Background: an optimization exercise with open tools, aiming at small area, a short achievable clock period and few clock cycles per item. Do not read the settings as production practice.
The RTL was checked by simulation tests, not by an equivalence proof against the original design.
Power figures rest on the tool's default switching activity, not on a simulated workload.

==> flow/design.v, too long to show whole: its modules and the start of the top module <==
// module ghash_acc: 357 lines
module ghash_acc (
    input  wire         clk,
    input  wire         rst,         
    input  wire         in_valid,
    output wire         in_ready,
    input  wire [1:0]   in_op,
    input  wire [127:0] in_data,
    output wire [127:0] y,
    output wire         y_valid
);
  // ...
==> flow/flow/run.sh <==
#!/bin/bash
# The standard layout (standard.sh: the ORFS flow with the standard synthesis),
# with the port buffers made of sky130_fd_sc_hd__buf_4 instead of the cell
# buffer_ports picks by default. make's full output goes to standard_flow.log;
# each ORFS step keeps its own log under orfs/logs/.
set -euo pipefail
export BUFFER_PORTS_ARGS="-buffer_cell sky130_fd_sc_hd__buf_4"
bash standard.sh > standard_flow.log 2>&1
==> flow/standard.sh <==
#!/bin/bash
# synth_recipe.tcl (not shown) runs the flow's synth.tcl, then flattens the netlist and writes it again
# the make line also repeats each setting of config.mk as NAME=value (left out here)
make -C /OpenROAD-flow-scripts/flow DESIGN_CONFIG=/design/flow/config.mk WORK_HOME=/design/flow/orfs CLKGATE_MAP_FILE= SYNTH_SCRIPT=/design/flow/synth_recipe.tcl "${@:-finish}"
==> flow/config.mk <==
export PLATFORM = sky130hd
export DESIGN_NAME = ghash_acc
export DESIGN_NICKNAME = ghash_acc
export VERILOG_FILES = /design/flow/design.v
export SDC_FILE = /design/flow/constraint.sdc
export NUM_CORES = 4
export LEC_CHECK = 0
export CAP_MARGIN = 20
export CORE_MARGIN = 2
export CORE_UTILIZATION = 45
export PLACE_DENSITY = 0.6
export SETUP_SLACK_MARGIN = 2.3
export SLEW_MARGIN = 20
==> flow/constraint.sdc <==
create_clock -name core_clock -period 5.0 [get_ports {clk}]
set_input_delay 1.0000 -clock core_clock [delete_from_list [all_inputs] [get_ports {clk}]]
set_output_delay 1.0000 -clock core_clock [all_outputs]
set_load 0.01 [all_outputs]
==> impl_metrics.csv, run 1 <==
group,metric,value,unit
run_status,status,"no timing/DRC/antenna violations",
pwr,p_comb_frac,0.244,
pwr,clkPwrFrac,0.377,
setup_path,crit_family,"XOR/XNOR gates",
timing,worst_hold_slack,0.4457,ns
synth,async_flop_share,0,
routing,ant_nets,0,
routing,first_iter_violations,4890,
routing,dr_wl_met2,76.07,mm
final_layout,seq_area,10560,um^2
synth,synth-simple-area-share,0.2119,
setup_path,cp.arrival,3.24,ns
synth,syn-cell-area,44930,um^2
setup_path,cp-startpoint,"x_q[1]",
timing,period_share,0.5398,
worst_hold_path,min_to,"x_q[60]",
synth,ys_seq_area_frac,0.2337,
pwr,comb-power,2.84,mW
global_routing,grt_max_degree,117,
setup_path,crit_chain,"buf_12, nand2_1, xor2_1, xnor2_1, xnor3_1, xnor2_1, xnor2_2, o21ai_1",
final_layout,sh_seq_area,0.2067,
synth,yosysWarningCount,1,
final_layout,insertedDiodeCount,2,
placed_design,gp_congestion,0.8851,
die,die_w,320.0,um
final_layout,drive_gt1_frac,0.1148,
synth,synth_edf_count,173,
clocking,cts_buffers,56,
global_routing,grt_util_met3,0.05990,
Testbench counts, summed over its fixed seeds: cycles 21,234, items 2,506.
==> inputs of run 2 (changes only) <==
--- a/flow/design.v
+++ b/flow/design.v
@@ -21,63 +21,61 @@
     assign in_ready = rdy_q;
     assign y_valid  = yv_q;
     assign y        = z_q;
     wire accept = in_valid && !nrdy_q;
     wire start  = accept && in_op == 2'd0 && !hz_q && !rst;
     wire clr    = rst || (accept && in_op != 2'd2);
     wire busy_n = !rst && (start || (busy_q && !last_q));
     wire [2:0] cnt_n = (rst || !busy_q) ? 3'd0 : cnt_q + 3'd1;
-    reg [44:0] hx_q;
-    wire [44:0] hx_n;
-    assign hx_n[0] = (in_data[0] ^ in_data[121]);
-    assign hx_n[1] = (in_data[0] ^ in_data[126]);
-    assign hx_n[2] = (in_data[0] ^ in_data[127]);
-    assign hx_n[3] = (in_data[1] ^ in_data[122]);
-    assign hx_n[4] = ((in_data[0] ^ in_data[1]) ^ in_data[127]);
-    assign hx_n[5] = (in_data[0] ^ in_data[1]);
-    assign hx_n[6] = (in_data[2] ^ in_data[123]);
-    assign hx_n[7] = ((in_data[0] ^ in_data[1]) ^ in_data[2]);
-    assign hx_n[8] = (in_data[1] ^ in_data[2]);
-    assign hx_n[9] = (in_data[3] ^ in_data[124]);
-    assign hx_n[10] = ((in_data[1] ^ in_data[2]) ^ in_data[3]);
-    assign hx_n[11] = (in_data[2] ^ in_data[3]);
-    assign hx_n[12] = (in_data[4] ^ in_data[125]);
-    assign hx_n[13] = ((in_data[2] ^ in_data[3]) ^ in_data[4]);
-    assign hx_n[14] = (in_data[3] ^ in_data[4]);
-    assign hx_n[15] = ((in_data[0] ^ in_data[5]) ^ in_data[126]);
-    assign hx_n[16] = ((in_data[3] ^ in_data[4]) ^ in_data[5]);
-    assign hx_n[17] = (in_data[4] ^ in_data[5]);
-    assign hx_n[18] = ((in_data[0] ^ in_data[1]) ^ (in_data[6] ^ in_data[127]));
-    assign hx_n[19] = ((in_data[4] ^ in_data[5]) ^ in_data[6]);
-    assign hx_n[20] = (in_data[5] ^ in_data[6]);
-    assign hx_n[21] = ((in_data[0] ^ in_data[1]) ^ (in_data[2] ^ in_data[7]));
-    assign hx_n[22] = ((in_data[5] ^ in_data[6]) ^ in_data[7]);
-    assign hx_n[23] = (in_data[6] ^ in_data[7]);
-    assign hx_n[24] = ((in_data[1] ^ in_data[2]) ^ (in_data[3] ^ in_data[8]));
-    assign hx_n[25] = ((in_data[6] ^ in_data[7]) ^ in_data[8]);
-    assign hx_n[26] = (in_data[7] ^ in_data[8]);
-    assign hx_n[27] = ((in_data[2] ^ in_data[3]) ^ (in_data[4] ^ in_data[9]));
-    assign hx_n[28] = ((in_data[7] ^ in_data[8]) ^ in_data[9]);
-    assign hx_n[29] = (in_data[8] ^ in_data[9]);
-    assign hx_n[30] = ((in_data[3] ^ in_data[4]) ^ (in_data[5] ^ in_data[10]));
-    assign hx_n[31] = ((in_data[8] ^ in_data[9]) ^ in_data[10]);
-    assign hx_n[32] = (in_data[9] ^ in_data[10]);
-    assign hx_n[33] = ((in_data[4] ^ in_data[5]) ^ (in_data[6] ^ in_data[11]));
-    assign hx_n[34] = ((in_data[9] ^ in_data[10]) ^ in_data[11]);
-    assign hx_n[35] = (in_data[10] ^ in_data[11]);
-    assign hx_n[36] = ((in_data[5] ^ in_data[6]) ^ (in_data[7] ^ in_data[12]));
-    assign hx_n[37] = ((in_data[10] ^ in_data[11]) ^ in_data[12]);
-    assign hx_n[38] = (in_data[11] ^ in_data[12]);
-    assign hx_n[39] = ((in_data[6] ^ in_data[7]) ^ (in_data[8] ^ in_data[13]));
-    assign hx_n[40] = ((in_data[11] ^ in_data[12]) ^ in_data[13]);
-    assign hx_n[41] = (in_data[12] ^ in_data[13]);
-    assign hx_n[42] = ((in_data[7] ^ in_data[8]) ^ (in_data[9] ^ in_data[14]));
-    assign hx_n[43] = ((in_data[12] ^ in_data[13]) ^ in_data[14]);
-    assign hx_n[44] = (in_data[13] ^ in_data[14]);
+    wire hw0 = (h_q[0] ^ h_q[121]);
+    wire hw1 = (h_q[0] ^ h_q[126]);
+    wire hw2 = (h_q[0] ^ h_q[127]);
+    wire hw3 = (h_q[1] ^ h_q[122]);
+    wire hw4 = ((h_q[0] ^ h_q[1]) ^ h_q[127]);
+    wire hw5 = (h_q[0] ^ h_q[1]);
+    wire hw6 = (h_q[2] ^ h_q[123]);
+    wire hw7 = ((h_q[0] ^ h_q[1]) ^ h_q[2]);
+    wire hw8 = (h_q[1] ^ h_q[2]);
+    wire hw9 = (h_q[3] ^ h_q[124]);
+    wire hw10 = ((h_q[1] ^ h_q[2]) ^ h_q[3]);
+    wire hw11 = (h_q[2] ^ h_q[3]);
+    wire hw12 = (h_q[4] ^ h_q[125]);
+    wire hw13 = ((h_q[2] ^ h_q[3]) ^ h_q[4]);
+    wire hw14 = (h_q[3] ^ h_q[4]);
+    wire hw15 = ((h_q[0] ^ h_q[5]) ^ h_q[126]);
+    wire hw16 = ((h_q[3] ^ h_q[4]) ^ h_q[5]);
+    wire hw17 = (h_q[4] ^ h_q[5]);
+    wire hw18 = ((h_q[0] ^ h_q[1]) ^ (h_q[6] ^ h_q[127]));
+    wire hw19 = ((h_q[4] ^ h_q[5]) ^ h_q[6]);
+    wire hw20 = (h_q[5] ^ h_q[6]);
+    wire hw21 = ((h_q[0] ^ h_q[1]) ^ (h_q[2] ^ h_q[7]));
+    wire hw22 = ((h_q[5] ^ h_q[6]) ^ h_q[7]);
+    wire hw23 = (h_q[6] ^ h_q[7]);
+    wire hw24 = ((h_q[1] ^ h_q[2]) ^ (h_q[3] ^ h_q[8]));
+    wire hw25 = ((h_q[6] ^ h_q[7]) ^ h_q[8]);
+    wire hw26 = (h_q[7] ^ h_q[8]);
+    wire hw27 = ((h_q[2] ^ h_q[3]) ^ (h_q[4] ^ h_q[9]));
+    wire hw28 = ((h_q[7] ^ h_q[8]) ^ h_q[9]);
+    wire hw29 = (h_q[8] ^ h_q[9]);
+    wire hw30 = ((h_q[3] ^ h_q[4]) ^ (h_q[5] ^ h_q[10]));
+    wire hw31 = ((h_q[8] ^ h_q[9]) ^ h_q[10]);
+    wire hw32 = (h_q[9] ^ h_q[10]);
+    wire hw33 = ((h_q[4] ^ h_q[5]) ^ (h_q[6] ^ h_q[11]));
+    wire hw34 = ((h_q[9] ^ h_q[10]) ^ h_q[11]);
+    wire hw35 = (h_q[10] ^ h_q[11]);
+    wire hw36 = ((h_q[5] ^ h_q[6]) ^ (h_q[7] ^ h_q[12]));
+    wire hw37 = ((h_q[10] ^ h_q[11]) ^ h_q[12]);
+    wire hw38 = (h_q[11] ^ h_q[12]);
+    wire hw39 = ((h_q[6] ^ h_q[7]) ^ (h_q[8] ^ h_q[13]));
+    wire hw40 = ((h_q[11] ^ h_q[12]) ^ h_q[13]);
+    wire hw41 = (h_q[12] ^ h_q[13]);
+    wire hw42 = ((h_q[7] ^ h_q[8]) ^ (h_q[9] ^ h_q[14]));
+    wire hw43 = ((h_q[12] ^ h_q[13]) ^ h_q[14]);
+    wire hw44 = (h_q[13] ^ h_q[14]);
     wire [127:0] pt, zx;
     assign pt[0] = (((((x_q[15] & h_q[0]) ^ (x_q[14] & h_q[1])) ^ ((x_q[13] & h_q[2]) ^ (x_q[12] & h_q[3]))) ^ (((x_q[11] & h_q[4]) ^ (x_q[10] & h_q[5])) ^ ((x_q[9] & h_q[6]) ^ (x_q[8] & h_q[7])))) ^ ((((x_q[7] & h_q[8]) ^ (x_q[6] & h_q[9])) ^ ((x_q[5] & h_q[10]) ^ (x_q[4] & h_q[11]))) ^ (((x_q[3] & h_q[12]) ^ (x_q[2] & h_q[13])) ^ ((x_q[1] & h_q[14]) ^ (x_q[0] & h_q[15])))));
     assign pt[1] = (((((x_q[15] & h_q[1]) ^ (x_q[14] & h_q[2])) ^ ((x_q[13] & h_q[3]) ^ (x_q[12] & h_q[4]))) ^ (((x_q[11] & h_q[5]) ^ (x_q[10] & h_q[6])) ^ ((x_q[9] & h_q[7]) ^ (x_q[8] & h_q[8])))) ^ ((((x_q[7] & h_q[9]) ^ (x_q[6] & h_q[10])) ^ ((x_q[5] & h_q[11]) ^ (x_q[4] & h_q[12]))) ^ (((x_q[3] & h_q[13]) ^ (x_q[2] & h_q[14])) ^ ((x_q[1] & h_q[15]) ^ (x_q[0] & h_q[16])))));
     assign pt[2] = (((((x_q[15] & h_q[2]) ^ (x_q[14] & h_q[3])) ^ ((x_q[13] & h_q[4]) ^ (x_q[12] & h_q[5]))) ^ (((x_q[11] & h_q[6]) ^ (x_q[10] & h_q[7])) ^ ((x_q[9] & h_q[8]) ^ (x_q[8] & h_q[9])))) ^ ((((x_q[7] & h_q[10]) ^ (x_q[6] & h_q[11])) ^ ((x_q[5] & h_q[12]) ^ (x_q[4] & h_q[13]))) ^ (((x_q[3] & h_q[14]) ^ (x_q[2] & h_q[15])) ^ ((x_q[1] & h_q[16]) ^ (x_q[0] & h_q[17])))));
     assign pt[3] = (((((x_q[15] & h_q[3]) ^ (x_q[14] & h_q[4])) ^ ((x_q[13] & h_q[5]) ^ (x_q[12] & h_q[6]))) ^ (((x_q[11] & h_q[7]) ^ (x_q[10] & h_q[8])) ^ ((x_q[9] & h_q[9]) ^ (x_q[8] & h_q[10])))) ^ ((((x_q[7] & h_q[11]) ^ (x_q[6] & h_q[12])) ^ ((x_q[5] & h_q[13]) ^ (x_q[4] & h_q[14]))) ^ (((x_q[3] & h_q[15]) ^ (x_q[2] & h_q[16])) ^ ((x_q[1] & h_q[17]) ^ (x_q[0] & h_q[18])))));
     assign pt[4] = (((((x_q[15] & h_q[4]) ^ (x_q[14] & h_q[5])) ^ ((x_q[13] & h_q[6]) ^ (x_q[12] & h_q[7]))) ^ (((x_q[11] & h_q[8]) ^ (x_q[10] & h_q[9])) ^ ((x_q[9] & h_q[10]) ^ (x_q[8] & h_q[11])))) ^ ((((x_q[7] & h_q[12]) ^ (x_q[6] & h_q[13])) ^ ((x_q[5] & h_q[14]) ^ (x_q[4] & h_q[15]))) ^ (((x_q[3] & h_q[16]) ^ (x_q[2] & h_q[17])) ^ ((x_q[1] & h_q[18]) ^ (x_q[0] & h_q[19])))));
     assign pt[5] = (((((x_q[15] & h_q[5]) ^ (x_q[14] & h_q[6])) ^ ((x_q[13] & h_q[7]) ^ (x_q[12] & h_q[8]))) ^ (((x_q[11] & h_q[9]) ^ (x_q[10] & h_q[10])) ^ ((x_q[9] & h_q[11]) ^ (x_q[8] & h_q[12])))) ^ ((((x_q[7] & h_q[13]) ^ (x_q[6] & h_q[14])) ^ ((x_q[5] & h_q[15]) ^ (x_q[4] & h_q[16]))) ^ (((x_q[3] & h_q[17]) ^ (x_q[2] & h_q[18])) ^ ((x_q[1] & h_q[19]) ^ (x_q[0] & h_q[20])))));
     assign pt[6] = (((((x_q[15] & h_q[6]) ^ (x_q[14] & h_q[7])) ^ ((x_q[13] & h_q[8]) ^ (x_q[12] & h_q[9]))) ^ (((x_q[11] & h_q[10]) ^ (x_q[10] & h_q[11])) ^ ((x_q[9] & h_q[12]) ^ (x_q[8] & h_q[13])))) ^ ((((x_q[7] & h_q[14]) ^ (x_q[6] & h_q[15])) ^ ((x_q[5] & h_q[16]) ^ (x_q[4] & h_q[17]))) ^ (((x_q[3] & h_q[18]) ^ (x_q[2] & h_q[19])) ^ ((x_q[1] & h_q[20]) ^ (x_q[0] & h_q[21])))));
@@ -175,37 +173,37 @@
     assign pt[98] = (((((x_q[15] & h_q[98]) ^ (x_q[14] & h_q[99])) ^ ((x_q[13] & h_q[100]) ^ (x_q[12] & h_q[101]))) ^ (((x_q[11] & h_q[102]) ^ (x_q[10] & h_q[103])) ^ ((x_q[9] & h_q[104]) ^ (x_q[8] & h_q[105])))) ^ ((((x_q[7] & h_q[106]) ^ (x_q[6] & h_q[107])) ^ ((x_q[5] & h_q[108]) ^ (x_q[4] & h_q[109]))) ^ (((x_q[3] & h_q[110]) ^ (x_q[2] & h_q[111])) ^ ((x_q[1] & h_q[112]) ^ (x_q[0] & h_q[113])))));
     assign pt[99] = (((((x_q[15] & h_q[99]) ^ (x_q[14] & h_q[100])) ^ ((x_q[13] & h_q[101]) ^ (x_q[12] & h_q[102]))) ^ (((x_q[11] & h_q[103]) ^ (x_q[10] & h_q[104])) ^ ((x_q[9] & h_q[105]) ^ (x_q[8] & h_q[106])))) ^ ((((x_q[7] & h_q[107]) ^ (x_q[6] & h_q[108])) ^ ((x_q[5] & h_q[109]) ^ (x_q[4] & h_q[110]))) ^ (((x_q[3] & h_q[111]) ^ (x_q[2] & h_q[112])) ^ ((x_q[1] & h_q[113]) ^ (x_q[0] & h_q[114])))));
     assign pt[100] = (((((x_q[15] & h_q[100]) ^ (x_q[14] & h_q[101])) ^ ((x_q[13] & h_q[102]) ^ (x_q[12] & h_q[103]))) ^ (((x_q[11] & h_q[104]) ^ (x_q[10] & h_q[105])) ^ ((x_q[9] & h_q[106]) ^ (x_q[8] & h_q[107])))) ^ ((((x_q[7] & h_q[108]) ^ (x_q[6] & h_q[109])) ^ ((x_q[5] & h_q[110]) ^ (x_q[4] & h_q[111]))) ^ (((x_q[3] & h_q[112]) ^ (x_q[2] & h_q[113])) ^ ((x_q[1] & h_q[114]) ^ (x_q[0] & h_q[115])))));
     assign pt[101] = (((((x_q[15] & h_q[101]) ^ (x_q[14] & h_q[102])) ^ ((x_q[13] & h_q[103]) ^ (x_q[12] & h_q[104]))) ^ (((x_q[11] & h_q[105]) ^ (x_q[10] & h_q[106])) ^ ((x_q[9] & h_q[107]) ^ (x_q[8] & h_q[108])))) ^ ((((x_q[7] & h_q[109]) ^ (x_q[6] & h_q[110])) ^ ((x_q[5] & h_q[111]) ^ (x_q[4] & h_q[112]))) ^ (((x_q[3] & h_q[113]) ^ (x_q[2] & h_q[114])) ^ ((x_q[1] & h_q[115]) ^ (x_q[0] & h_q[116])))));
     assign pt[102] = (((((x_q[15] & h_q[102]) ^ (x_q[14] & h_q[103])) ^ ((x_q[13] & h_q[104]) ^ (x_q[12] & h_q[105]))) ^ (((x_q[11] & h_q[106]) ^ (x_q[10] & h_q[107])) ^ ((x_q[9] & h_q[108]) ^ (x_q[8] & h_q[109])))) ^ ((((x_q[7] & h_q[110]) ^ (x_q[6] & h_q[111])) ^ ((x_q[5] & h_q[112]) ^ (x_q[4] & h_q[113]))) ^ (((x_q[3] & h_q[114]) ^ (x_q[2] & h_q[115])) ^ ((x_q[1] & h_q[116]) ^ (x_q[0] & h_q[117])))));
     assign pt[103] = (((((x_q[15] & h_q[103]) ^ (x_q[14] & h_q[104])) ^ ((x_q[13] & h_q[105]) ^ (x_q[12] & h_q[106]))) ^ (((x_q[11] & h_q[107]) ^ (x_q[10] & h_q[108])) ^ ((x_q[9] & h_q[109]) ^ (x_q[8] & h_q[110])))) ^ ((((x_q[7] & h_q[111]) ^ (x_q[6] & h_q[112])) ^ ((x_q[5] & h_q[113]) ^ (x_q[4] & h_q[114]))) ^ (((x_q[3] & h_q[115]) ^ (x_q[2] & h_q[116])) ^ ((x_q[1] & h_q[117]) ^ (x_q[0] & h_q[118])))));
     assign pt[104] = (((((x_q[15] & h_q[104]) ^ (x_q[14] & h_q[105])) ^ ((x_q[13] & h_q[106]) ^ (x_q[12] & h_q[107]))) ^ (((x_q[11] & h_q[108]) ^ (x_q[10] & h_q[109])) ^ ((x_q[9] & h_q[110]) ^ (x_q[8] & h_q[111])))) ^ ((((x_q[7] & h_q[112]) ^ (x_q[6] & h_q[113])) ^ ((x_q[5] & h_q[114]) ^ (x_q[4] & h_q[115]))) ^ (((x_q[3] & h_q[116]) ^ (x_q[2] & h_q[117])) ^ ((x_q[1] & h_q[118]) ^ (x_q[0] & h_q[119])))));
     assign pt[105] = (((((x_q[15] & h_q[105]) ^ (x_q[14] & h_q[106])) ^ ((x_q[13] & h_q[107]) ^ (x_q[12] & h_q[108]))) ^ (((x_q[11] & h_q[109]) ^ (x_q[10] & h_q[110])) ^ ((x_q[9] & h_q[111]) ^ (x_q[8] & h_q[112])))) ^ ((((x_q[7] & h_q[113]) ^ (x_q[6] & h_q[114])) ^ ((x_q[5] & h_q[115]) ^ (x_q[4] & h_q[116]))) ^ (((x_q[3] & h_q[117]) ^ (x_q[2] & h_q[118])) ^ ((x_q[1] & h_q[119]) ^ (x_q[0] & h_q[120])))));
-    assign pt[106] = (((((x_q[15] & h_q[106]) ^ (x_q[14] & h_q[107])) ^ ((x_q[13] & h_q[108]) ^ (x_q[12] & h_q[109]))) ^ (((x_q[11] & h_q[110]) ^ (x_q[10] & h_q[111])) ^ ((x_q[9] & h_q[112]) ^ (x_q[8] & h_q[113])))) ^ ((((x_q[7] & h_q[114]) ^ (x_q[6] & h_q[115])) ^ ((x_q[5] & h_q[116]) ^ (x_q[4] & h_q[117]))) ^ (((x_q[3] & h_q[118]) ^ (x_q[2] & h_q[119])) ^ ((x_q[1] & h_q[120]) ^ (x_q[0] & hx_q[0])))));
-    assign pt[107] = (((((x_q[15] & h_q[107]) ^ (x_q[14] & h_q[108])) ^ ((x_q[13] & h_q[109]) ^ (x_q[12] & h_q[110]))) ^ (((x_q[11] & h_q[111]) ^ (x_q[10] & h_q[112])) ^ ((x_q[9] & h_q[113]) ^ (x_q[8] & h_q[114])))) ^ ((((x_q[7] & h_q[115]) ^ (x_q[6] & h_q[116])) ^ ((x_q[5] & h_q[117]) ^ (x_q[4] & h_q[118]))) ^ (((x_q[3] & h_q[119]) ^ (x_q[2] & h_q[120])) ^ ((x_q[1] & hx_q[0]) ^ (x_q[0] & hx_q[3])))));
-    assign pt[108] = (((((x_q[15] & h_q[108]) ^ (x_q[14] & h_q[109])) ^ ((x_q[13] & h_q[110]) ^ (x_q[12] & h_q[111]))) ^ (((x_q[11] & h_q[112]) ^ (x_q[10] & h_q[113])) ^ ((x_q[9] & h_q[114]) ^ (x_q[8] & h_q[115])))) ^ ((((x_q[7] & h_q[116]) ^ (x_q[6] & h_q[117])) ^ ((x_q[5] & h_q[118]) ^ (x_q[4] & h_q[119]))) ^ (((x_q[3] & h_q[120]) ^ (x_q[2] & hx_q[0])) ^ ((x_q[1] & hx_q[3]) ^ (x_q[0] & hx_q[6])))));
-    assign pt[109] = (((((x_q[15] & h_q[109]) ^ (x_q[14] & h_q[110])) ^ ((x_q[13] & h_q[111]) ^ (x_q[12] & h_q[112]))) ^ (((x_q[11] & h_q[113]) ^ (x_q[10] & h_q[114])) ^ ((x_q[9] & h_q[115]) ^ (x_q[8] & h_q[116])))) ^ ((((x_q[7] & h_q[117]) ^ (x_q[6] & h_q[118])) ^ ((x_q[5] & h_q[119]) ^ (x_q[4] & h_q[120]))) ^ (((x_q[3] & hx_q[0]) ^ (x_q[2] & hx_q[3])) ^ ((x_q[1] & hx_q[6]) ^ (x_q[0] & hx_q[9])))));
-    assign pt[110] = (((((x_q[15] & h_q[110]) ^ (x_q[14] & h_q[111])) ^ ((x_q[13] & h_q[112]) ^ (x_q[12] & h_q[113]))) ^ (((x_q[11] & h_q[114]) ^ (x_q[10] & h_q[115])) ^ ((x_q[9] & h_q[116]) ^ (x_q[8] & h_q[117])))) ^ ((((x_q[7] & h_q[118]) ^ (x_q[6] & h_q[119])) ^ ((x_q[5] & h_q[120]) ^ (x_q[4] & hx_q[0]))) ^ (((x_q[3] & hx_q[3]) ^ (x_q[2] & hx_q[6])) ^ ((x_q[1] & hx_q[9]) ^ (x_q[0] & hx_q[12])))));
-    assign pt[111] = (((((x_q[15] & h_q[111]) ^ (x_q[14] & h_q[112])) ^ ((x_q[13] & h_q[113]) ^ (x_q[12] & h_q[114]))) ^ (((x_q[11] & h_q[115]) ^ (x_q[10] & h_q[116])) ^ ((x_q[9] & h_q[117]) ^ (x_q[8] & h_q[118])))) ^ ((((x_q[7] & h_q[119]) ^ (x_q[6] & h_q[120])) ^ ((x_q[5] & hx_q[0]) ^ (x_q[4] & hx_q[3]))) ^ (((x_q[3] & hx_q[6]) ^ (x_q[2] & hx_q[9])) ^ ((x_q[1] & hx_q[12]) ^ (x_q[0] & hx_q[15])))));
-    assign pt[112] = (((((x_q[15] & h_q[112]) ^ (x_q[14] & h_q[113])) ^ ((x_q[13] & h_q[114]) ^ (x_q[12] & h_q[115]))) ^ (((x_q[11] & h_q[116]) ^ (x_q[10] & h_q[117])) ^ ((x_q[9] & h_q[118]) ^ (x_q[8] & h_q[119])))) ^ ((((x_q[7] & h_q[120]) ^ (x_q[6] & hx_q[0])) ^ ((x_q[5] & hx_q[3]) ^ (x_q[4] & hx_q[6]))) ^ (((x_q[3] & hx_q[9]) ^ (x_q[2] & hx_q[12])) ^ ((x_q[1] & hx_q[15]) ^ (x_q[0] & hx_q[18])))));
-    assign pt[113] = (((((x_q[15] & h_q[113]) ^ (x_q[14] & h_q[114])) ^ ((x_q[13] & h_q[115]) ^ (x_q[12] & h_q[116]))) ^ (((x_q[11] & h_q[117]) ^ (x_q[10] & h_q[118])) ^ ((x_q[9] & h_q[119]) ^ (x_q[8] & h_q[120])))) ^ ((((x_q[7] & hx_q[0]) ^ (x_q[6] & hx_q[3])) ^ ((x_q[5] & hx_q[6]) ^ (x_q[4] & hx_q[9]))) ^ (((x_q[3] & hx_q[12]) ^ (x_q[2] & hx_q[15])) ^ ((x_q[1] & hx_q[18]) ^ (x_q[0] & hx_q[21])))));
-    assign pt[114] = (((((x_q[15] & h_q[114]) ^ (x_q[14] & h_q[115])) ^ ((x_q[13] & h_q[116]) ^ (x_q[12] & h_q[117]))) ^ (((x_q[11] & h_q[118]) ^ (x_q[10] & h_q[119])) ^ ((x_q[9] & h_q[120]) ^ (x_q[8] & hx_q[0])))) ^ ((((x_q[7] & hx_q[3]) ^ (x_q[6] & hx_q[6])) ^ ((x_q[5] & hx_q[9]) ^ (x_q[4] & hx_q[12]))) ^ (((x_q[3] & hx_q[15]) ^ (x_q[2] & hx_q[18])) ^ ((x_q[1] & hx_q[21]) ^ (x_q[0] & hx_q[24])))));
-    assign pt[115] = (((((x_q[15] & h_q[115]) ^ (x_q[14] & h_q[116])) ^ ((x_q[13] & h_q[117]) ^ (x_q[12] & h_q[118]))) ^ (((x_q[11] & h_q[119]) ^ (x_q[10] & h_q[120])) ^ ((x_q[9] & hx_q[0]) ^ (x_q[8] & hx_q[3])))) ^ ((((x_q[7] & hx_q[6]) ^ (x_q[6] & hx_q[9])) ^ ((x_q[5] & hx_q[12]) ^ (x_q[4] & hx_q[15]))) ^ (((x_q[3] & hx_q[18]) ^ (x_q[2] & hx_q[21])) ^ ((x_q[1] & hx_q[24]) ^ (x_q[0] & hx_q[27])))));
-    assign pt[116] = (((((x_q[15] & h_q[116]) ^ (x_q[14] & h_q[117])) ^ ((x_q[13] & h_q[118]) ^ (x_q[12] & h_q[119]))) ^ (((x_q[11] & h_q[120]) ^ (x_q[10] & hx_q[0])) ^ ((x_q[9] & hx_q[3]) ^ (x_q[8] & hx_q[6])))) ^ ((((x_q[7] & hx_q[9]) ^ (x_q[6] & hx_q[12])) ^ ((x_q[5] & hx_q[15]) ^ (x_q[4] & hx_q[18]))) ^ (((x_q[3] & hx_q[21]) ^ (x_q[2] & hx_q[24])) ^ ((x_q[1] & hx_q[27]) ^ (x_q[0] & hx_q[30])))));
-    assign pt[117] = (((((x_q[15] & h_q[117]) ^ (x_q[14] & h_q[118])) ^ ((x_q[13] & h_q[119]) ^ (x_q[12] & h_q[120]))) ^ (((x_q[11] & hx_q[0]) ^ (x_q[10] & hx_q[3])) ^ ((x_q[9] & hx_q[6]) ^ (x_q[8] & hx_q[9])))) ^ ((((x_q[7] & hx_q[12]) ^ (x_q[6] & hx_q[15])) ^ ((x_q[5] & hx_q[18]) ^ (x_q[4] & hx_q[21]))) ^ (((x_q[3] & hx_q[24]) ^ (x_q[2] & hx_q[27])) ^ ((x_q[1] & hx_q[30]) ^ (x_q[0] & hx_q[33])))));
-    assign pt[118] = (((((x_q[15] & h_q[118]) ^ (x_q[14] & h_q[119])) ^ ((x_q[13] & h_q[120]) ^ (x_q[12] & hx_q[0]))) ^ (((x_q[11] & hx_q[3]) ^ (x_q[10] & hx_q[6])) ^ ((x_q[9] & hx_q[9]) ^ (x_q[8] & hx_q[12])))) ^ ((((x_q[7] & hx_q[15]) ^ (x_q[6] & hx_q[18])) ^ ((x_q[5] & hx_q[21]) ^ (x_q[4] & hx_q[24]))) ^ (((x_q[3] & hx_q[27]) ^ (x_q[2] & hx_q[30])) ^ ((x_q[1] & hx_q[33]) ^ (x_q[0] & hx_q[36])))));
-    assign pt[119] = (((((x_q[15] & h_q[119]) ^ (x_q[14] & h_q[120])) ^ ((x_q[13] & hx_q[0]) ^ (x_q[12] & hx_q[3]))) ^ (((x_q[11] & hx_q[6]) ^ (x_q[10] & hx_q[9])) ^ ((x_q[9] & hx_q[12]) ^ (x_q[8] & hx_q[15])))) ^ ((((x_q[7] & hx_q[18]) ^ (x_q[6] & hx_q[21])) ^ ((x_q[5] & hx_q[24]) ^ (x_q[4] & hx_q[27]))) ^ (((x_q[3] & hx_q[30]) ^ (x_q[2] & hx_q[33])) ^ ((x_q[1] & hx_q[36]) ^ (x_q[0] & hx_q[39])))));
-    assign pt[120] = (((((x_q[15] & h_q[120]) ^ (x_q[14] & hx_q[0])) ^ ((x_q[13] & hx_q[3]) ^ (x_q[12] & hx_q[6]))) ^ (((x_q[11] & hx_q[9]) ^ (x_q[10] & hx_q[12])) ^ ((x_q[9] & hx_q[15]) ^ (x_q[8] & hx_q[18])))) ^ ((((x_q[7] & hx_q[21]) ^ (x_q[6] & hx_q[24])) ^ ((x_q[5] & hx_q[27]) ^ (x_q[4] & hx_q[30]))) ^ (((x_q[3] & hx_q[33]) ^ (x_q[2] & hx_q[36])) ^ ((x_q[1] & hx_q[39]) ^ (x_q[0] & hx_q[42])))));
-    assign pt[121] = (((((x_q[15] & h_q[121]) ^ (x_q[14] & h_q[122])) ^ ((x_q[13] & h_q[123]) ^ (x_q[12] & h_q[124]))) ^ (((x_q[11] & h_q[125]) ^ (x_q[10] & hx_q[1])) ^ ((x_q[9] & hx_q[4]) ^ (x_q[8] & hx_q[7])))) ^ ((((x_q[7] & hx_q[10]) ^ (x_q[6] & hx_q[13])) ^ ((x_q[5] & hx_q[16]) ^ (x_q[4] & hx_q[19]))) ^ (((x_q[3] & hx_q[22]) ^ (x_q[2] & hx_q[25])) ^ ((x_q[1] & hx_q[28]) ^ (x_q[0] & hx_q[31])))));
-    assign pt[122] = (((((x_q[15] & h_q[122]) ^ (x_q[14] & h_q[123])) ^ ((x_q[13] & h_q[124]) ^ (x_q[12] & h_q[125]))) ^ (((x_q[11] & hx_q[1]) ^ (x_q[10] & hx_q[4])) ^ ((x_q[9] & hx_q[7]) ^ (x_q[8] & hx_q[10])))) ^ ((((x_q[7] & hx_q[13]) ^ (x_q[6] & hx_q[16])) ^ ((x_q[5] & hx_q[19]) ^ (x_q[4] & hx_q[22]))) ^ (((x_q[3] & hx_q[25]) ^ (x_q[2] & hx_q[28])) ^ ((x_q[1] & hx_q[31]) ^ (x_q[0] & hx_q[34])))));
-    assign pt[123] = (((((x_q[15] & h_q[123]) ^ (x_q[14] & h_q[124])) ^ ((x_q[13] & h_q[125]) ^ (x_q[12] & hx_q[1]))) ^ (((x_q[11] & hx_q[4]) ^ (x_q[10] & hx_q[7])) ^ ((x_q[9] & hx_q[10]) ^ (x_q[8] & hx_q[13])))) ^ ((((x_q[7] & hx_q[16]) ^ (x_q[6] & hx_q[19])) ^ ((x_q[5] & hx_q[22]) ^ (x_q[4] & hx_q[25]))) ^ (((x_q[3] & hx_q[28]) ^ (x_q[2] & hx_q[31])) ^ ((x_q[1] & hx_q[34]) ^ (x_q[0] & hx_q[37])))));
-    assign pt[124] = (((((x_q[15] & h_q[124]) ^ (x_q[14] & h_q[125])) ^ ((x_q[13] & hx_q[1]) ^ (x_q[12] & hx_q[4]))) ^ (((x_q[11] & hx_q[7]) ^ (x_q[10] & hx_q[10])) ^ ((x_q[9] & hx_q[13]) ^ (x_q[8] & hx_q[16])))) ^ ((((x_q[7] & hx_q[19]) ^ (x_q[6] & hx_q[22])) ^ ((x_q[5] & hx_q[25]) ^ (x_q[4] & hx_q[28]))) ^ (((x_q[3] & hx_q[31]) ^ (x_q[2] & hx_q[34])) ^ ((x_q[1] & hx_q[37]) ^ (x_q[0] & hx_q[40])))));
-    assign pt[125] = (((((x_q[15] & h_q[125]) ^ (x_q[14] & hx_q[1])) ^ ((x_q[13] & hx_q[4]) ^ (x_q[12] & hx_q[7]))) ^ (((x_q[11] & hx_q[10]) ^ (x_q[10] & hx_q[13])) ^ ((x_q[9] & hx_q[16]) ^ (x_q[8] & hx_q[19])))) ^ ((((x_q[7] & hx_q[22]) ^ (x_q[6] & hx_q[25])) ^ ((x_q[5] & hx_q[28]) ^ (x_q[4] & hx_q[31]))) ^ (((x_q[3] & hx_q[34]) ^ (x_q[2] & hx_q[37])) ^ ((x_q[1] & hx_q[40]) ^ (x_q[0] & hx_q[43])))));
-    assign pt[126] = (((((x_q[15] & h_q[126]) ^ (x_q[14] & hx_q[2])) ^ ((x_q[13] & hx_q[5]) ^ (x_q[12] & hx_q[8]))) ^ (((x_q[11] & hx_q[11]) ^ (x_q[10] & hx_q[14])) ^ ((x_q[9] & hx_q[17]) ^ (x_q[8] & hx_q[20])))) ^ ((((x_q[7] & hx_q[23]) ^ (x_q[6] & hx_q[26])) ^ ((x_q[5] & hx_q[29]) ^ (x_q[4] & hx_q[32]))) ^ (((x_q[3] & hx_q[35]) ^ (x_q[2] & hx_q[38])) ^ ((x_q[1] & hx_q[41]) ^ (x_q[0] & hx_q[44])))));
+    assign pt[106] = (((((x_q[15] & h_q[106]) ^ (x_q[14] & h_q[107])) ^ ((x_q[13] & h_q[108]) ^ (x_q[12] & h_q[109]))) ^ (((x_q[11] & h_q[110]) ^ (x_q[10] & h_q[111])) ^ ((x_q[9] & h_q[112]) ^ (x_q[8] & h_q[113])))) ^ ((((x_q[7] & h_q[114]) ^ (x_q[6] & h_q[115])) ^ ((x_q[5] & h_q[116]) ^ (x_q[4] & h_q[117]))) ^ (((x_q[3] & h_q[118]) ^ (x_q[2] & h_q[119])) ^ ((x_q[1] & h_q[120]) ^ (x_q[0] & hw0)))));
+    assign pt[107] = (((((x_q[15] & h_q[107]) ^ (x_q[14] & h_q[108])) ^ ((x_q[13] & h_q[109]) ^ (x_q[12] & h_q[110]))) ^ (((x_q[11] & h_q[111]) ^ (x_q[10] & h_q[112])) ^ ((x_q[9] & h_q[113]) ^ (x_q[8] & h_q[114])))) ^ ((((x_q[7] & h_q[115]) ^ (x_q[6] & h_q[116])) ^ ((x_q[5] & h_q[117]) ^ (x_q[4] & h_q[118]))) ^ (((x_q[3] & h_q[119]) ^ (x_q[2] & h_q[120])) ^ ((x_q[1] & hw0) ^ (x_q[0] & hw3)))));
+    assign pt[108] = (((((x_q[15] & h_q[108]) ^ (x_q[14] & h_q[109])) ^ ((x_q[13] & h_q[110]) ^ (x_q[12] & h_q[111]))) ^ (((x_q[11] & h_q[112]) ^ (x_q[10] & h_q[113])) ^ ((x_q[9] & h_q[114]) ^ (x_q[8] & h_q[115])))) ^ ((((x_q[7] & h_q[116]) ^ (x_q[6] & h_q[117])) ^ ((x_q[5] & h_q[118]) ^ (x_q[4] & h_q[119]))) ^ (((x_q[3] & h_q[120]) ^ (x_q[2] & hw0)) ^ ((x_q[1] & hw3) ^ (x_q[0] & hw6)))));
+    assign pt[109] = (((((x_q[15] & h_q[109]) ^ (x_q[14] & h_q[110])) ^ ((x_q[13] & h_q[111]) ^ (x_q[12] & h_q[112]))) ^ (((x_q[11] & h_q[113]) ^ (x_q[10] & h_q[114])) ^ ((x_q[9] & h_q[115]) ^ (x_q[8] & h_q[116])))) ^ ((((x_q[7] & h_q[117]) ^ (x_q[6] & h_q[118])) ^ ((x_q[5] & h_q[119]) ^ (x_q[4] & h_q[120]))) ^ (((x_q[3] & hw0) ^ (x_q[2] & hw3)) ^ ((x_q[1] & hw6) ^ (x_q[0] & hw9)))));
+    assign pt[110] = (((((x_q[15] & h_q[110]) ^ (x_q[14] & h_q[111])) ^ ((x_q[13] & h_q[112]) ^ (x_q[12] & h_q[113]))) ^ (((x_q[11] & h_q[114]) ^ (x_q[10] & h_q[115])) ^ ((x_q[9] & h_q[116]) ^ (x_q[8] & h_q[117])))) ^ ((((x_q[7] & h_q[118]) ^ (x_q[6] & h_q[119])) ^ ((x_q[5] & h_q[120]) ^ (x_q[4] & hw0))) ^ (((x_q[3] & hw3) ^ (x_q[2] & hw6)) ^ ((x_q[1] & hw9) ^ (x_q[0] & hw12)))));
+    assign pt[111] = (((((x_q[15] & h_q[111]) ^ (x_q[14] & h_q[112])) ^ ((x_q[13] & h_q[113]) ^ (x_q[12] & h_q[114]))) ^ (((x_q[11] & h_q[115]) ^ (x_q[10] & h_q[116])) ^ ((x_q[9] & h_q[117]) ^ (x_q[8] & h_q[118])))) ^ ((((x_q[7] & h_q[119]) ^ (x_q[6] & h_q[120])) ^ ((x_q[5] & hw0) ^ (x_q[4] & hw3))) ^ (((x_q[3] & hw6) ^ (x_q[2] & hw9)) ^ ((x_q[1] & hw12) ^ (x_q[0] & hw15)))));
+    assign pt[112] = (((((x_q[15] & h_q[112]) ^ (x_q[14] & h_q[113])) ^ ((x_q[13] & h_q[114]) ^ (x_q[12] & h_q[115]))) ^ (((x_q[11] & h_q[116]) ^ (x_q[10] & h_q[117])) ^ ((x_q[9] & h_q[118]) ^ (x_q[8] & h_q[119])))) ^ ((((x_q[7] & h_q[120]) ^ (x_q[6] & hw0)) ^ ((x_q[5] & hw3) ^ (x_q[4] & hw6))) ^ (((x_q[3] & hw9) ^ (x_q[2] & hw12)) ^ ((x_q[1] & hw15) ^ (x_q[0] & hw18)))));
+    assign pt[113] = (((((x_q[15] & h_q[113]) ^ (x_q[14] & h_q[114])) ^ ((x_q[13] & h_q[115]) ^ (x_q[12] & h_q[116]))) ^ (((x_q[11] & h_q[117]) ^ (x_q[10] & h_q[118])) ^ ((x_q[9] & h_q[119]) ^ (x_q[8] & h_q[120])))) ^ ((((x_q[7] & hw0) ^ (x_q[6] & hw3)) ^ ((x_q[5] & hw6) ^ (x_q[4] & hw9))) ^ (((x_q[3] & hw12) ^ (x_q[2] & hw15)) ^ ((x_q[1] & hw18) ^ (x_q[0] & hw21)))));
+    assign pt[114] = (((((x_q[15] & h_q[114]) ^ (x_q[14] & h_q[115])) ^ ((x_q[13] & h_q[116]) ^ (x_q[12] & h_q[117]))) ^ (((x_q[11] & h_q[118]) ^ (x_q[10] & h_q[119])) ^ ((x_q[9] & h_q[120]) ^ (x_q[8] & hw0)))) ^ ((((x_q[7] & hw3) ^ (x_q[6] & hw6)) ^ ((x_q[5] & hw9) ^ (x_q[4] & hw12))) ^ (((x_q[3] & hw15) ^ (x_q[2] & hw18)) ^ ((x_q[1] & hw21) ^ (x_q[0] & hw24)))));
+    assign pt[115] = (((((x_q[15] & h_q[115]) ^ (x_q[14] & h_q[116])) ^ ((x_q[13] & h_q[117]) ^ (x_q[12] & h_q[118]))) ^ (((x_q[11] & h_q[119]) ^ (x_q[10] & h_q[120])) ^ ((x_q[9] & hw0) ^ (x_q[8] & hw3)))) ^ ((((x_q[7] & hw6) ^ (x_q[6] & hw9)) ^ ((x_q[5] & hw12) ^ (x_q[4] & hw15))) ^ (((x_q[3] & hw18) ^ (x_q[2] & hw21)) ^ ((x_q[1] & hw24) ^ (x_q[0] & hw27)))));
+    assign pt[116] = (((((x_q[15] & h_q[116]) ^ (x_q[14] & h_q[117])) ^ ((x_q[13] & h_q[118]) ^ (x_q[12] & h_q[119]))) ^ (((x_q[11] & h_q[120]) ^ (x_q[10] & hw0)) ^ ((x_q[9] & hw3) ^ (x_q[8] & hw6)))) ^ ((((x_q[7] & hw9) ^ (x_q[6] & hw12)) ^ ((x_q[5] & hw15) ^ (x_q[4] & hw18))) ^ (((x_q[3] & hw21) ^ (x_q[2] & hw24)) ^ ((x_q[1] & hw27) ^ (x_q[0] & hw30)))));
+    assign pt[117] = (((((x_q[15] & h_q[117]) ^ (x_q[14] & h_q[118])) ^ ((x_q[13] & h_q[119]) ^ (x_q[12] & h_q[120]))) ^ (((x_q[11] & hw0) ^ (x_q[10] & hw3)) ^ ((x_q[9] & hw6) ^ (x_q[8] & hw9)))) ^ ((((x_q[7] & hw12) ^ (x_q[6] & hw15)) ^ ((x_q[5] & hw18) ^ (x_q[4] & hw21))) ^ (((x_q[3] & hw24) ^ (x_q[2] & hw27)) ^ ((x_q[1] & hw30) ^ (x_q[0] & hw33)))));
+    assign pt[118] = (((((x_q[15] & h_q[118]) ^ (x_q[14] & h_q[119])) ^ ((x_q[13] & h_q[120]) ^ (x_q[12] & hw0))) ^ (((x_q[11] & hw3) ^ (x_q[10] & hw6)) ^ ((x_q[9] & hw9) ^ (x_q[8] & hw12)))) ^ ((((x_q[7] & hw15) ^ (x_q[6] & hw18)) ^ ((x_q[5] & hw21) ^ (x_q[4] & hw24))) ^ (((x_q[3] & hw27) ^ (x_q[2] & hw30)) ^ ((x_q[1] & hw33) ^ (x_q[0] & hw36)))));
+    assign pt[119] = (((((x_q[15] & h_q[119]) ^ (x_q[14] & h_q[120])) ^ ((x_q[13] & hw0) ^ (x_q[12] & hw3))) ^ (((x_q[11] & hw6) ^ (x_q[10] & hw9)) ^ ((x_q[9] & hw12) ^ (x_q[8] & hw15)))) ^ ((((x_q[7] & hw18) ^ (x_q[6] & hw21)) ^ ((x_q[5] & hw24) ^ (x_q[4] & hw27))) ^ (((x_q[3] & hw30) ^ (x_q[2] & hw33)) ^ ((x_q[1] & hw36) ^ (x_q[0] & hw39)))));
+    assign pt[120] = (((((x_q[15] & h_q[120]) ^ (x_q[14] & hw0)) ^ ((x_q[13] & hw3) ^ (x_q[12] & hw6))) ^ (((x_q[11] & hw9) ^ (x_q[10] & hw12)) ^ ((x_q[9] & hw15) ^ (x_q[8] & hw18)))) ^ ((((x_q[7] & hw21) ^ (x_q[6] & hw24)) ^ ((x_q[5] & hw27) ^ (x_q[4] & hw30))) ^ (((x_q[3] & hw33) ^ (x_q[2] & hw36)) ^ ((x_q[1] & hw39) ^ (x_q[0] & hw42)))));
+    assign pt[121] = (((((x_q[15] & h_q[121]) ^ (x_q[14] & h_q[122])) ^ ((x_q[13] & h_q[123]) ^ (x_q[12] & h_q[124]))) ^ (((x_q[11] & h_q[125]) ^ (x_q[10] & hw1)) ^ ((x_q[9] & hw4) ^ (x_q[8] & hw7)))) ^ ((((x_q[7] & hw10) ^ (x_q[6] & hw13)) ^ ((x_q[5] & hw16) ^ (x_q[4] & hw19))) ^ (((x_q[3] & hw22) ^ (x_q[2] & hw25)) ^ ((x_q[1] & hw28) ^ (x_q[0] & hw31)))));
+    assign pt[122] = (((((x_q[15] & h_q[122]) ^ (x_q[14] & h_q[123])) ^ ((x_q[13] & h_q[124]) ^ (x_q[12] & h_q[125]))) ^ (((x_q[11] & hw1) ^ (x_q[10] & hw4)) ^ ((x_q[9] & hw7) ^ (x_q[8] & hw10)))) ^ ((((x_q[7] & hw13) ^ (x_q[6] & hw16)) ^ ((x_q[5] & hw19) ^ (x_q[4] & hw22))) ^ (((x_q[3] & hw25) ^ (x_q[2] & hw28)) ^ ((x_q[1] & hw31) ^ (x_q[0] & hw34)))));
+    assign pt[123] = (((((x_q[15] & h_q[123]) ^ (x_q[14] & h_q[124])) ^ ((x_q[13] & h_q[125]) ^ (x_q[12] & hw1))) ^ (((x_q[11] & hw4) ^ (x_q[10] & hw7)) ^ ((x_q[9] & hw10) ^ (x_q[8] & hw13)))) ^ ((((x_q[7] & hw16) ^ (x_q[6] & hw19)) ^ ((x_q[5] & hw22) ^ (x_q[4] & hw25))) ^ (((x_q[3] & hw28) ^ (x_q[2] & hw31)) ^ ((x_q[1] & hw34) ^ (x_q[0] & hw37)))));
+    assign pt[124] = (((((x_q[15] & h_q[124]) ^ (x_q[14] & h_q[125])) ^ ((x_q[13] & hw1) ^ (x_q[12] & hw4))) ^ (((x_q[11] & hw7) ^ (x_q[10] & hw10)) ^ ((x_q[9] & hw13) ^ (x_q[8] & hw16)))) ^ ((((x_q[7] & hw19) ^ (x_q[6] & hw22)) ^ ((x_q[5] & hw25) ^ (x_q[4] & hw28))) ^ (((x_q[3] & hw31) ^ (x_q[2] & hw34)) ^ ((x_q[1] & hw37) ^ (x_q[0] & hw40)))));
+    assign pt[125] = (((((x_q[15] & h_q[125]) ^ (x_q[14] & hw1)) ^ ((x_q[13] & hw4) ^ (x_q[12] & hw7))) ^ (((x_q[11] & hw10) ^ (x_q[10] & hw13)) ^ ((x_q[9] & hw16) ^ (x_q[8] & hw19)))) ^ ((((x_q[7] & hw22) ^ (x_q[6] & hw25)) ^ ((x_q[5] & hw28) ^ (x_q[4] & hw31))) ^ (((x_q[3] & hw34) ^ (x_q[2] & hw37)) ^ ((x_q[1] & hw40) ^ (x_q[0] & hw43)))));
+    assign pt[126] = (((((x_q[15] & h_q[126]) ^ (x_q[14] & hw2)) ^ ((x_q[13] & hw5) ^ (x_q[12] & hw8))) ^ (((x_q[11] & hw11) ^ (x_q[10] & hw14)) ^ ((x_q[9] & hw17) ^ (x_q[8] & hw20)))) ^ ((((x_q[7] & hw23) ^ (x_q[6] & hw26)) ^ ((x_q[5] & hw29) ^ (x_q[4] & hw32))) ^ (((x_q[3] & hw35) ^ (x_q[2] & hw38)) ^ ((x_q[1] & hw41) ^ (x_q[0] & hw44)))));
     assign pt[127] = (((((x_q[15] & h_q[127]) ^ (x_q[14] & h_q[0])) ^ ((x_q[13] & h_q[1]) ^ (x_q[12] & h_q[2]))) ^ (((x_q[11] & h_q[3]) ^ (x_q[10] & h_q[4])) ^ ((x_q[9] & h_q[5]) ^ (x_q[8] & h_q[6])))) ^ ((((x_q[7] & h_q[7]) ^ (x_q[6] & h_q[8])) ^ ((x_q[5] & h_q[9]) ^ (x_q[4] & h_q[10]))) ^ (((x_q[3] & h_q[11]) ^ (x_q[2] & h_q[12])) ^ ((x_q[1] & h_q[13]) ^ (x_q[0] & h_q[14])))));
     assign zx[0] = z_q[16];
     assign zx[1] = z_q[17];
     assign zx[2] = z_q[18];
     assign zx[3] = z_q[19];
     assign zx[4] = z_q[20];
     assign zx[5] = z_q[21];
     assign zx[6] = z_q[22];
@@ -337,20 +335,18 @@
         last_q <= busy_n && cnt_n == 3'd7;
         rdy_q  <= !busy_n || cnt_n == 3'd7;
         nrdy_q <= busy_n && cnt_n != 3'd7;
         yv_q   <= !busy_n;
         if (rst)
             hz_q <= 1'b1;
         else if (accept && in_op[1])
             hz_q <= 1'b0;
-        if (accept && in_op[1]) begin
-            h_q  <= in_data;
-            hx_q <= hx_n;
-        end
+        if (accept && in_op[1])
+            h_q <= in_data;
         if (start)
             x_q <= pt ^ (in_data ^ e);
         else if (rst)
             x_q <= 128'd0;
         else
             x_q <= x_q >> 16;
         z_q <= clr ? 128'd0 : pt ^ e;
     end
==> flow/run.sh (new file) <==
#!/bin/bash
# synth_recipe.tcl (not shown) runs the flow's synth.tcl, then flattens the netlist and writes it again
# the make line also repeats each setting of config.mk as NAME=value (left out here)
make -C /OpenROAD-flow-scripts/flow DESIGN_CONFIG=/design/flow/config.mk WORK_HOME=/design/flow/orfs CLKGATE_MAP_FILE= SYNTH_SCRIPT=/design/flow/synth_recipe.tcl finish
==> flow/config.mk (replaced) <==
export PLATFORM = sky130hd
export DESIGN_NAME = ghash_acc
export DESIGN_NICKNAME = ghash_acc
export VERILOG_FILES = /design/flow/design.v
export SDC_FILE = /design/flow/constraint.sdc
export NUM_CORES = 4
export LEC_CHECK = 0
export CAP_MARGIN = 20
export CORE_MARGIN = 2
export CORE_UTILIZATION = 55
export PLACE_DENSITY = 0.7
export SETUP_SLACK_MARGIN = 2.3
export SLEW_MARGIN = 20
removed: flow/flow/run.sh
removed: flow/standard.sh
==> run 2 against run 1 <==
Effect of this change: setup slack got worse by 0.22 ns; wire length barely moved; largest power group is now the clock network; critical path depth rose by 1; global-route usage rose by 8.2 points; combinational power rose by 12%; count of clock-buffer cells in the layout rose by 4.
==> impl_metrics.csv, run 2 <==
group,metric,value,unit
synth,synthTopCellsByCount,"2011 x nand2_1, 1775 x xnor2_1, 404 x xor2_1, 358 x clkbuf_1, 265 x dfxtp_1",
setup_path,critPathLaunchType,"flip-flop",
synth,syn-cell-area,43100,um^2
final_layout,final_util,0.6646,
clocking,htree_levels,2,
run,maxCapViolCount,0,
clocking,cts_buffers,50,
synth,ys_top_cells_by_area,"xnor2_1 36%, nand2_1 18%, dfxtp_1 12%",
run_status,status,"no timing/DRC/antenna violations",
setup_path,end_kind,"flip-flop",
global_routing,grt_pass1_wl,253.3,mm
timing,tns,0,ns
setup_path,critPathMaxStageDelay,0.71,ns
global_routing,grt_overflow,0,
final_layout,drive_gt1_frac,0.1126,
synth,netlist_instances,5787,
clocking,clk_path_buf_depth,3,
die,dieArea,80610,um^2
timing,rsz0062_at_grt,"true",
placed_design,gp_congestion,0.9212,
synth,synth.most_common_cell,"nand2_1",
routing,wirelength,176.4,mm
synth,synth_edf_count,128,
synth,synth_fp_nets,5921,
timing,fin_skew,0.02764,ns
routing,drt-vias-per-instance,5.893,
timing,final_max_slew_viol_count,0,
clocking,cts_tree,"built",
global_routing,track_usage,0.4156,
routing,via_count,41290,
die,start_util,0.5563,
synth,synth_top_area_cell,"xnor2_1",
timing,slew_headroom,0.3489,
placed_design,place_inst,6647,
setup_path,critPathMaxFanout,15,
timing,period_share,0.5842,
setup_path,cp_common_cell,"xnor2_1",
timing,timing.final.hold_violations,0,
routing,first_iter_violations,6204,
synth,ys_seq_area_frac,0.2123,
timing,setup_viol,0,
routing,ant_nets,0,
placed_design,numPortBuffers,262,
setup_path,critPathBufInv,1,
synth,synth-seq-cells,393,
setup_path,cp.arrival,3.41,ns
timing,worst_hold_slack,0.4436,ns
timing,tightest_slew,0.9767,ns
synth,synth_ff_type,"dfxtp_1",
clocking,clk_latency,0.64,ns
global_routing,antenna_found_initial,14,
routing,drtPass1Iterations,6,
die,pin_count,263,
synth,synth_cell_types,46,
placed_design,hpwl,104.5,mm
setup_path,path_class,"flip-flop to flip-flop",
pwr,totalPowerFinal,11.02,mW
synth,yosysWarningCount,1,
routing,wl_per_cell,25.17,um
clocking,clk_pin_slew,0.06,ns
pwr,p_leak,15.34,nW
routing,post-route-drc-count,0,
die,core_area,77470,um^2
setup_path,crit_chain,"buf_4, nand2_1, xnor2_1, xnor2_1, xnor2_1, xnor2_1, xnor2_1, xnor2_1, o21ai_0",
final_layout,final_cell_mix,"2007 x nand2_1, 1723 x xnor2_1, 397 x xor2_1, 261 x clkdlybuf4s50_1, 242 x buf_4",
setup_path,critPathSlowestCell,"dfxtp_4",
die,row_count,102,
final_layout,nNetsFinal,6052,
final_layout,finalNonFillerCells,7007,
die,die_w,283.9,um
global_routing,grt_max_degree,119,
timing,min_period,2.921,ns
final_layout,mostFrequentLayoutCell,"nand2_1",
final_layout,synthToLayoutAreaGrowth,19.46,%
final_layout,largestRegisters,"h_q: 128 flops, x_q: 128 flops, z_q: 128 flops",
clocking,cts_sinks,393,
global_routing,grt_pass1_vias,37660,
synth,synth.avg_cell_area,7.447,um^2
synth,async_flop_share,0,
clocking,cts_root_buf,"clkbuf_16",
setup_path,cp.required,5.49,ns
pwr,power_density,214.0,nW/um^2
die,die_h,283.9,um
timing,max_freq,342.3,MHz
worst_hold_path,hold_path_class,"flip-flop to flip-flop",
setup_path,crit_family,"XOR/XNOR gates",
synth,synth_top_area_frac,0.3607,
pwr,irDropWorstVdd,0.0002780,V
==> run 2: cell families after synthesis <==
family | Yosys count | synth area share
DFF | 393 | 0.2123
adders and majority gates | 1 | 0.0002903
AOI/OAI and AO/OA | 159 | 0.01983
muxes | 128 | 0.02984
xor gates and xnor gates | 2223 | 0.4659
and+or+nand+nor | 2331 | 0.2213
buffers and inverters | 552 | 0.05063
==> run 2: metrics by stage <==
stage	setup WS, ns	area, um^2
3_3_place_gp	1.656	46000
3_5_place_dp	1.577	46000
4_1_cts	2.235	49410
2_1_floorplan	1.531	43110
6_report	2.079	51480
5_1_grt	2.121	51460
==> run 2: final cells by class <==
class	count	area, um^2
Fill cell	6386	25980
Clock inverter	20	165.2
Timing Repair Buffer	620	6574
Antenna cell	8	20.02
Tap cell	1040	1301
Multi-Input combinational cell	4843	32390
Inverter	10	43.79
Clock buffer	73	1599
Sequential cell	393	9389
==> run 2: repair_timing <==
item                       CTS  global route
setup buffers               97           161
setup endpoints to repair  247           139
gates resized for setup    161            87
pin swaps                   10            34
cloned                       1             0
hold buffers                 0             0
==> run 2: metal layers <==
| layer | track usage | wire [um] | vias to the layer above |
|---|---|---|---|
| li1 | - | - | 17830 |
| met1 | 0.5218 | 62170 | 19100 |
| met2 | 0.6140 | 72400 | 3411 |
| met3 | 0.1128 | 25760 | 939 |
| met4 | 0.2966 | 15960 | 12 |
| met5 | 0 | 73 | - |
==> run 2: worst reg2reg max path: cells and delay by family (launching register included) <==
family          cells  cell delay, ns
compound gates      1            0.13
xor+xnor            6            1.44
buf+inv             1            0.38
flops               1            0.71
simple gates        1            0.13
==> run 2: worst paths after layout <==
kind         startpoint  endpoint  slack (ns)  cells past startpoint
max              x_q[8]    x_q[5]        2.08                      9
max reg2reg      x_q[8]    x_q[5]        2.08                      9
min reg2reg     x_q[68]   x_q[52]        0.44                      2
min             x_q[68]   x_q[52]        0.44                      2
==> run 2: report_power, final <==
group / leakage, nW / internal [mW] / switching, mW
registers: 3.41 / 3.47 / 0.439
logic: 11.0 / 1.47 / 1.72
clock network: 0.887 / 2.32 / 1.59
total: 15.3 / 7.27 / 3.75
Testbench counts of run 2, summed over its fixed seeds: cycles 21,234, items 2,506.

[afterwards: timing with drivers on the ports]
The results above use ideal ports. As a check the final layouts listed here were re-extracted and re-timed, cells and wires unchanged.
Step 1 sets driving cells, clkbuf_16 on the clock port and buf_2 on the other inputs (assumed; they add their load-dependent delay and slew).
Step 2, shift: input delay + t, output delay - t, t = (earliest + latest rising clock arrival at the registers) / 2. This alone moves slack from input paths to output paths.
Slacks: ideal / step 1 / step 2; pairs: ideal / step 1.
run | t (ns) | slack for setup (ns) | pins driven straight from the clock port
run 1 | 0.734 | 2.301 / 2.301 / 1.751 | 1
run 2 | 0.696 | 2.079 / 2.079 / 1.694 | 1
After both steps setup and hold are still met in every run listed. For run 1, which loses most, drivers alone change the setup slack by 0.000 ns; drivers and shift together by -0.550 ns.
